Background: an optimization exercise with open tools, aiming at small area, a short achievable clock period and few clock cycles. Do not read the settings as production practice. In this exercise RTL edits were held to simulation tests only and were not proved equivalent to the original. Power figures rest on the tool's default switching activity, not on a simulated workload.

== onyx ==
==> flow/design.v (excerpt) <==
module ascii_codec (
    input  wire        clk,
    input  wire        rst,
    input  wire        cmd_valid,
    output wire        cmd_ready,
    input  wire [1:0]  cmd_op,
    input  wire [15:0] cmd_len,
    input  wire        in_valid,
    output wire        in_ready,
    input  wire [7:0]  in_data,
    output wire        out_valid,
    input  wire        out_ready,
    output wire [7:0]  out_data,
    output wire        done,
    output wire [7:0]  err_code
);
clock: 28.0 ns
lec_check: 0
cap_margin: 20
core_margin: 2
core_utilization: 40
slew_margin: 20
standard.sh (not shown) runs the stock make flow with config.mk's settings and CLKGATE_MAP_FILE= SYNTH_SCRIPT=/design/flow/synth_recipe.tcl, a recipe that flattens the netlist after the stock synthesis.
==> flow/flow/run.sh <==
#!/bin/bash
# The standard layout, with the repair steps aiming for extra setup slack
# (the SDC and the clock period are the design's, unchanged).
set -euo pipefail
bash standard.sh SETUP_SLACK_MARGIN=21 finish > standard_flow.log 2>&1
onyx closes out successfully: all stages finished, all timing, DRC and antenna checks passed.
Testbench counts of onyx, summed over its fixed seeds: cycles 65,816.
--- input diff onyx..umber ---
==> flow/run.sh (new file) <==
#!/bin/bash
# synth_recipe.tcl (not shown) runs the flow's synth.tcl, then flattens the netlist and writes it again
# the make line also repeats each setting of config.mk as NAME=value (left out here)
make -C /OpenROAD-flow-scripts/flow DESIGN_CONFIG=/design/flow/config.mk WORK_HOME=/design/flow/orfs CLKGATE_MAP_FILE= SYNTH_SCRIPT=/design/flow/synth_recipe.tcl finish
removed: flow/flow/run.sh
removed: flow/standard.sh
--- outcome ---
umber | stages: all done | timing, DRC, antenna: all pass. umber ends up with lower number of global-route vias before repair than onyx does. Start point of the critical path: padding$_SDFFE_PN0N_ -> umber, ov$_SDFF_PP0_ -> onyx. On met2 track utilization from global routing: umber sits below onyx. Max overall power of the completed layout across onyx and umber: onyx.
Changes in quartz relative to umber:
==> flow/flow/run.sh (new file) <==
#!/bin/bash
# The standard layout, with these changes to how it is made (the SDC, clock
# period and every other setting are the design's):
#  - every port still gets a buffer, but a plain buf_2 rather than the slow
#    delay buffer buffer_ports picks by default;
#  - the repair steps aim for extra setup slack, and may resize a cell to
#    any drive strength (not only ones with the same footprint).
set -euo pipefail
bash standard.sh "BUFFER_PORTS_ARGS=-buffer_cell sky130_fd_sc_hd__buf_2" \
    SETUP_SLACK_MARGIN=21 MATCH_CELL_FOOTPRINT=0 finish > standard_flow.log 2>&1
==> flow/standard.sh (new file) <==
#!/bin/bash
# synth_recipe.tcl (not shown) runs the flow's synth.tcl, then flattens the netlist and writes it again
# the make line also repeats each setting of config.mk as NAME=value (left out here)
make -C /OpenROAD-flow-scripts/flow DESIGN_CONFIG=/design/flow/config.mk WORK_HOME=/design/flow/orfs CLKGATE_MAP_FILE= SYNTH_SCRIPT=/design/flow/synth_recipe.tcl "${@:-finish}"
removed: flow/run.sh
## What came out
[compare] base=umber new=quartz: core utilization of the finished layout comparable; register-to-register slack +1400 ps; highest achievable clock rate went up by 18%; maximum number of pins on one net before global-route repair went up by about 3%.
Looking at depth of the critical timing path with buffers and inverters included, quartz sits 22 below umber.
In terms of combinational power, quartz and umber differ only marginally.

Setup of v4:
ascii_codec, a different RTL version from the one above (not shown whole).
Size: ~160 flip-flops, ~17000 um2 of cells after synthesis.
clock: 28.0 ns
lec_check: 0
cap_margin: 20
core_margin: 2
core_utilization: 40
cts_cluster_diameter: 150
cts_cluster_size: 60
slew_margin: 20
==> flow/flow/run.sh <==
#!/bin/bash
# The standard layout, with these changes to how it is made (the SDC, clock
# period and every other setting are the design's):
#  - every port still gets a buffer, but a plain buf_2 rather than the slow
#    delay buffer buffer_ports picks by default;
#  - the repair steps aim for extra setup slack, and may resize a cell to
#    any drive strength (not only ones with the same footprint).
set -euo pipefail
bash standard.sh "BUFFER_PORTS_ARGS=-buffer_cell sky130_fd_sc_hd__buf_2" \
    SETUP_SLACK_MARGIN=21.35 MATCH_CELL_FOOTPRINT=0 finish > standard_flow.log 2>&1
Testbench counts of v4, summed over its fixed seeds: cycles 65,816.
#### Input delta (v13 over v4)
-- flow/config.mk --
<<< v4, line 9
export CORE_MARGIN = 2
export CORE_UTILIZATION = 40
export CTS_CLUSTER_DIAMETER = 150
export CTS_CLUSTER_SIZE = 60
export SLEW_MARGIN = 20
>>> v13, line 9
export CORE_MARGIN = 2
export CORE_UTILIZATION = 40
export SLEW_MARGIN = 20
[summary]
- Per the comparison of v13 with v4, post-CTS setup buffer count essentially unchanged, switching part of the total essentially unchanged.
- Compared with v4, in v13 delay of the slowest cell on the worst path neither gained nor lost much; highest achievable clock rate neither gained nor lost much; ratio of final minimum period to clock period neither gained nor lost much; overall power consumption neither gained nor lost much.
- On cell area, v13 and v4 are neck and neck.
- Diff v4..v13 | area enclosed by the die boundary | unchanged
- There was hardly any difference in final worst slack between v13 and v4.

Another version of the RTL of ascii_codec (not shown whole).
Size in the first run: ~2100 cells after synthesis, about 160 flip-flops, ~51 I/O pins.
Settings: LEC_CHECK=0, CAP_MARGIN=20, CORE_MARGIN=2, CORE_UTILIZATION=40, SLEW_MARGIN=20; clock period 28.0 ns.
==> flow/flow/run.sh <==
#!/bin/bash
# The standard layout, with these changes to how it is made (the SDC, clock
# period and every other setting are the design's):
#  - every port still gets a buffer, but a plain buf_2 rather than the slow
#    delay buffer buffer_ports picks by default;
#  - the repair steps aim for extra setup slack, and may resize a cell to
#    any drive strength (not only ones with the same footprint).
set -euo pipefail
bash standard.sh "BUFFER_PORTS_ARGS=-buffer_cell sky130_fd_sc_hd__buf_2" \
    SETUP_SLACK_MARGIN=21 MATCH_CELL_FOOTPRINT=0 finish > standard_flow.log 2>&1
The baseline produced a clean layout.
Testbench counts at the start, summed over its fixed seeds: cycles 65,816.
Edit:
--- a/flow/flow/run.sh
+++ b/flow/flow/run.sh
@@ -10 +10 @@
-    SETUP_SLACK_MARGIN=21 MATCH_CELL_FOOTPRINT=0 finish > standard_flow.log 2>&1
+    SETUP_SLACK_MARGIN=21.35 MATCH_CELL_FOOTPRINT=0 finish > standard_flow.log 2>&1
Area after synthesis does not change. Routed wire length came out higher slightly. Global-route usage stays flat.

Setup of lagoon:
ascii_codec, a different RTL version from the one above (not shown whole).
For scale: ~2000 cells after synthesis, roughly 150 flip-flops, roughly 51 I/O pins.
export LEC_CHECK = 0
export CAP_MARGIN = 20
export CORE_MARGIN = 2
export CORE_UTILIZATION = 40
export SLEW_MARGIN = 20
create_clock -name core_clock -period 28.0 [get_ports {clk}]
==> flow/flow/run.sh <==
#!/bin/bash
# The standard layout, with these changes to how it is made (the SDC, clock
# period and every other setting are the design's):
#  - every port still gets a buffer, but a plain buf_2 rather than the slow
#    delay buffer buffer_ports picks by default;
#  - the repair steps aim for extra setup slack, and may resize a cell to
#    any drive strength (not only ones with the same footprint).
set -euo pipefail
bash standard.sh "BUFFER_PORTS_ARGS=-buffer_cell sky130_fd_sc_hd__buf_2" \
    SETUP_SLACK_MARGIN=22.5 MATCH_CELL_FOOTPRINT=0 finish > standard_flow.log 2>&1
Testbench counts of lagoon, summed over its fixed seeds: cycles 65,816.
[inputs] cedar vs lagoon
diff --git a/flow/flow/run.sh b/flow/flow/run.sh
--- a/flow/flow/run.sh
+++ b/flow/flow/run.sh
@@ -9,2 +9,2 @@
 bash standard.sh "BUFFER_PORTS_ARGS=-buffer_cell sky130_fd_sc_hd__buf_2" \
-    SETUP_SLACK_MARGIN=22.5 MATCH_CELL_FOOTPRINT=0 finish > standard_flow.log 2>&1
+    SETUP_SLACK_MARGIN=21 MATCH_CELL_FOOTPRINT=0 finish > standard_flow.log 2>&1
Results
- In summary, cedar completed successfully, with a layout that passed the timing, design-rule and antenna checks.
- Having completed the whole flow, lagoon delivered a layout that passed the timing, design-rule and antenna checks.
- lagoon ended up with out_data[7] as its timing endpoint of the critical path; cedar ended up with ob1[4].
- Diff cedar..lagoon | fraction of synthesized area in multiplexers | unchanged
- Cell with the largest stage delay on the worst path: sky130_fd_sc_hd__a221o_1 -> cedar, sky130_fd_sc_hd__edfxtp_1 -> lagoon
- Comparing lagoon and cedar, initial detailed-routing violation count is higher on lagoon.
- The cell area after technology mapping on lagoon is in line with that on cedar.
- Looking only at post-route fraction of the period consumed by the critical path, and setting everything else aside, the higher value of lagoon and cedar goes to cedar.
[inputs] yarrow vs cedar
Settings: changing CORE_UTILIZATION from 40 to 70; setting PLACE_DENSITY to 0.8 for the first time.
### Flow results
In terms of clock skew, cedar and yarrow differ only marginally.
Comparing cedar against yarrow, there is no change at all in xor/xnor cell area share of the yosys netlist.
The run showing the greater area enclosed by the die boundary is cedar.
In the flow results for yarrow and cedar, the final cell area excluding filler cells is smaller on yarrow.
~same clock-pin slew on the worst setup and hold paths in yarrow and cedar
Delta(combined flip-flop and latch cell area, yarrow - cedar) < 0
Cmp yarrow and cedar / wire length of the first global-routing pass / higher: cedar
> inputs changed (yarrow -> pepper)
Settings: clearing PLACE_DENSITY, which used to be 0.8; swapping 70 for 40 in CORE_UTILIZATION.
diff --git a/flow/flow/run.sh b/flow/flow/run.sh
--- a/flow/flow/run.sh
+++ b/flow/flow/run.sh
@@ -9,2 +9,2 @@
 bash standard.sh "BUFFER_PORTS_ARGS=-buffer_cell sky130_fd_sc_hd__buf_2" \
-    SETUP_SLACK_MARGIN=21 MATCH_CELL_FOOTPRINT=0 finish > standard_flow.log 2>&1
+    SETUP_SLACK_MARGIN=21.35 MATCH_CELL_FOOTPRINT=0 finish > standard_flow.log 2>&1
Results
pepper: part of the total power dissipated in the clock network lower than yarrow. Between pepper and yarrow, it is pepper whose growth of design area from synthesis to finish is higher, by 2.7 points. When pepper is measured against yarrow, its highest clock rate turns out 3.5% higher. Final estimated routing congestion in global placement delta (yarrow -> pepper): insignificant. Going from yarrow to pepper, final cell count without fillers grew by more than 10%. Compared with yarrow, pepper shows a via count that is 780 lower. pepper vs yarrow: endpoint arrival time on the critical path down. Sort yarrow and pepper by placeable core area asc -> top: yarrow. pepper: total length of routed met2 wires 3.7% above yarrow. pepper finished end to end and its layout was clean on timing, DRC and antenna. Async set-or-reset flop fraction in the synthesized netlist across yarrow and pepper: no real change.

==> what the ideal ports hide <==
No port has a modelled driver above. Below, the same layouts with a new extraction and two added sets of constraints. Step 1 assumes that a clkbuf_16 drives the clock port and a buf_2 every other input. Step 2 times the ports against the registers' clock, not the clock port: input delays grow and output delays shrink by t, the midpoint of the rising clock arrivals with the driver on. Slacks: no drivers / after step 1 / after step 2; pairs: no drivers / after step 1.
| run | t (ns) | slack for setup (ns) | worst setup path at the end | worst data-port slew with drivers (ns) | cell pins on the clock port's net |
|---|---|---|---|---|---|
| onyx | 0.489 | 21.010 / 20.959 / 20.787 | input to register | 0.05 | 1 |
| umber | 0.490 | 19.960 / 19.960 / 19.759 | input to register | 0.05 | 1 |
| quartz | 0.496 | 21.204 / 21.226 / 20.730 | input to register | 0.05 | 1 |
| v4 | 0.494 | 21.355 / 21.305 / 21.110 | input to register | 0.05 | 1 |
| v13 | 0.494 | 21.355 / 21.305 / 21.110 | input to register | 0.05 | 1 |
| the first run of note 3 | 0.488 | 21.343 / 21.292 / 21.159 | input to register | 0.05 | 1 |
| the second run of note 3 | 0.484 | 21.420 / 21.370 / 21.154 | input to register | 0.05 | 1 |
| lagoon | 0.512 | 21.384 / 21.331 / 21.106 | input to register | 0.06 | 1 |
| cedar | 0.491 | 21.186 / 21.215 / 20.724 | input to register | 0.04 | 1 |
| yarrow | 0.499 | 21.124 / 21.140 / 20.641 | input to register | 0.04 | 1 |
| pepper | 0.492 | 21.360 / 21.322 / 20.896 | input to register | 0.04 | 1 |
After both steps setup and hold are still met in every run listed. For yarrow, which loses most, drivers alone change the setup slack by +0.016 ns; drivers and shift together by -0.483 ns.
